What follows belongs to an exercise in optimizing a design on an open flow for small area; a production flow would make more cautious choices.
In this exercise RTL edits were held to simulation tests only and were not proved equivalent to the original.

## tf_safety_core
module tf_safety_core (
    input  wire        clk,
    input  wire        rst_n,
    input  wire        wr_en,
    input  wire [2:0]  wr_addr,
    input  wire [31:0] wr_data,
    input  wire [2:0]  rd_addr,
    output reg  [31:0] rd_data,
    output wire        wdg_pin
);
    function [24:0] add24;               
        input [23:0] a, b;
        input        ci;
        integer i;
        reg c;
        begin
            c = ci;
            for (i = 0; i < 24; i = i + 1) begin
                add24[i] = a[i] ^ b[i] ^ c;
                c = (a[i] & b[i]) | (c & (a[i] ^ b[i]));
            end
            add24[24] = c;
        end
    endfunction
    function geu24;                      
        input [23:0] a, b;
        integer i;
        reg c;
        begin
            c = 1'b1;
            for (i = 0; i < 24; i = i + 1)
                c = (a[i] & ~b[i]) | ((a[i] | ~b[i]) & c);
            geu24 = c;
        end
    endfunction
    function [15:0] sinc16;              
        input [15:0] x;
        integer i;
        reg c;
        begin
            c = 1'b1;
            for (i = 0; i < 16; i = i + 1) begin
                sinc16[i] = x[i] ^ c;
                c = c & x[i];
            end
            if (c) sinc16 = x;
        end
    endfunction
    reg [31:0] arg0;
    reg [63:0] msg;
  ...
Size in the first run: ~3600 cells after synthesis, ~670 flip-flops, about 74 I/O pins, roughly 35000 µm² of cells after synthesis.
==> flow/config.mk <==
export PLATFORM = sky130hd
export DESIGN_NAME = tf_safety_core
export DESIGN_NICKNAME = tf_safety_core
export VERILOG_FILES = /design/flow/design.v
export SDC_FILE = /design/flow/constraint.sdc
export NUM_CORES = 4
export LEC_CHECK = 0
export CAP_MARGIN = 5
export CORE_MARGIN = 2
export CORE_UTILIZATION = 40
export SLEW_MARGIN = 5
==> flow/constraint.sdc <==
create_clock -name core_clock -period 70.0 [get_ports {clk}]
set_input_delay 14.0000 -clock core_clock [delete_from_list [all_inputs] [get_ports {clk}]]
set_output_delay 14.0000 -clock core_clock [all_outputs]
set_load 0.01 [all_outputs]
standard.sh (not shown) runs the stock make flow with config.mk's settings and CLKGATE_MAP_FILE= SYNTH_SCRIPT=/design/flow/synth_recipe.tcl, a recipe that flattens the netlist after the stock synthesis.
==> flow/flow/run.sh <==
#!/bin/bash
set -euo pipefail
here=$(pwd)
sd="$here/orfs_scripts"
rm -rf "$sd"
cp -r "$FLOW_HOME/scripts" "$sd"
cp "$here/flow/abc_area.script" "$sd/abc_speed.script"
export SCRIPTS_DIR="$sd"
export ADDER_MAP_FILE=
export CTS_ARGS="-sink_clustering_enable -repair_clock_nets -dont_use_dummy_load -sink_clustering_size 16 -sink_clustering_max_diameter 60 -buf_list sky130_fd_sc_hd__clkbuf_8"
export BUFFER_PORTS_ARGS="-buffer_cell sky130_fd_sc_hd__buf_1"
bash standard.sh > flow.log 2>&1
==> flow/flow/abc_area.script <==
strash
&get -n
&fraig -x
&put
dc2
dch -f
amap -F 5 -A 8
topo
Edit:
==> flow/flow/abc_area.script (replaced) <==
strash
&get -n
&fraig -x
&put
dc2
&get -n
&deepsyn -T 240
&put
dch -f
amap -F 5 -A 8
topo
Settings changed: CAP_MARGIN 5 to 20, SLEW_MARGIN 5 to 20.
What happened: The changed run finished clean; synthesized cell count decreases by 8.3%; final cell count is lower by 7.8%; sequential share of layout area rises by 2.3 points; core utilization goes down by 0.11 points; cell area falls by 4.2%; synthesized area drops by 4.0%; worst setup slack degrades by 370 ps; wire length came out lower by 1.4%.

========
Starting RTL as in the previous note.
// tf_safety_core
module tf_safety_core (
    input  wire        clk,
    input  wire        rst_n,
    input  wire        wr_en,
    input  wire [2:0]  wr_addr,
    input  wire [31:0] wr_data,
    input  wire [2:0]  rd_addr,
    output reg  [31:0] rd_data,
    output wire        wdg_pin
);
export LEC_CHECK = 0
export CAP_MARGIN = 20
export CORE_MARGIN = 2
export CORE_UTILIZATION = 55
export SLEW_MARGIN = 20
create_clock -name core_clock -period 70.0 [get_ports {clk}]
==> flow/flow/abc_area.script <==
strash
&get -n
&fraig -x
&put
dc2
&get -n
&deepsyn -T 240
&put
dch -f
amap -F 5 -A 8
topo
Scripts as last shown in full above: flow/flow/run.sh
Next try:
==> flow/flow/abc_area.script (replaced) <==
strash
&get -n
&fraig -x
&put
dc2
dch -f
amap -F 5 -A 8
topo
CAP_MARGIN = 10   (was 20)
CORE_UTILIZATION = 40   (was 55)
GPL_TIMING_DRIVEN = 0   (was unset)
SLEW_MARGIN = 10   (was 20)
Global-route usage is lower by 14 points.
Routed wire length is lower by 4.1%.
Non-clock buffer count is lower by 15.
Setup slack is worse by 0.52 ns.
Sequential share of layout area is lower by 3.6 points.
Design area is higher by 6.9%.

==> separate check: timing with driven ports <==
In the flow no input, the clock included, has a driving cell. The finished layouts below were timed again as built, in two steps.
Step 1 (the two cells are an assumption about what drives the block):
set clk [get_ports {clk}]
set_driving_cell -lib_cell sky130_fd_sc_hd__clkbuf_16 $clk
set_driving_cell -lib_cell sky130_fd_sc_hd__buf_2 [delete_from_list [all_inputs] $clk]
Step 2 moves the port delays by t, midway between the first and last clock arrival at a register: inputs arrive t later, outputs are due t later. That takes back most of the time a late clock gives input paths.
a / b / c = no drivers / after step 1 / after step 2; a / b = the first two.
run | t, ns | slack for setup (ns) | worst hold slack (ns) | worst setup path after step 2 | slew at the worst register clock pin (ns)
the first run of note 1 | 0.797 | 39.651 / 39.622 / 39.622 | 0.569 / 0.569 / 0.569 | input to output | 0.10 / 0.10
the second run of note 1 | 0.768 | 39.280 / 39.132 / 39.132 | 0.572 / 0.572 / 0.572 | input to output | 0.11 / 0.11
the first run of note 2 | 0.748 | 39.443 / 39.413 / 38.896 | 0.569 / 0.569 / 0.569 | input to register | 0.11 / 0.11
the second run of note 2 | 0.766 | 38.925 / 38.964 / 38.197 | 0.559 / 0.559 / 0.559 | input to register | 0.11 / 0.11
After both steps setup and hold are still met in every run listed. For the second run of note 2, which loses most, drivers alone change the setup slack by +0.039 ns; drivers and shift together by -0.728 ns.
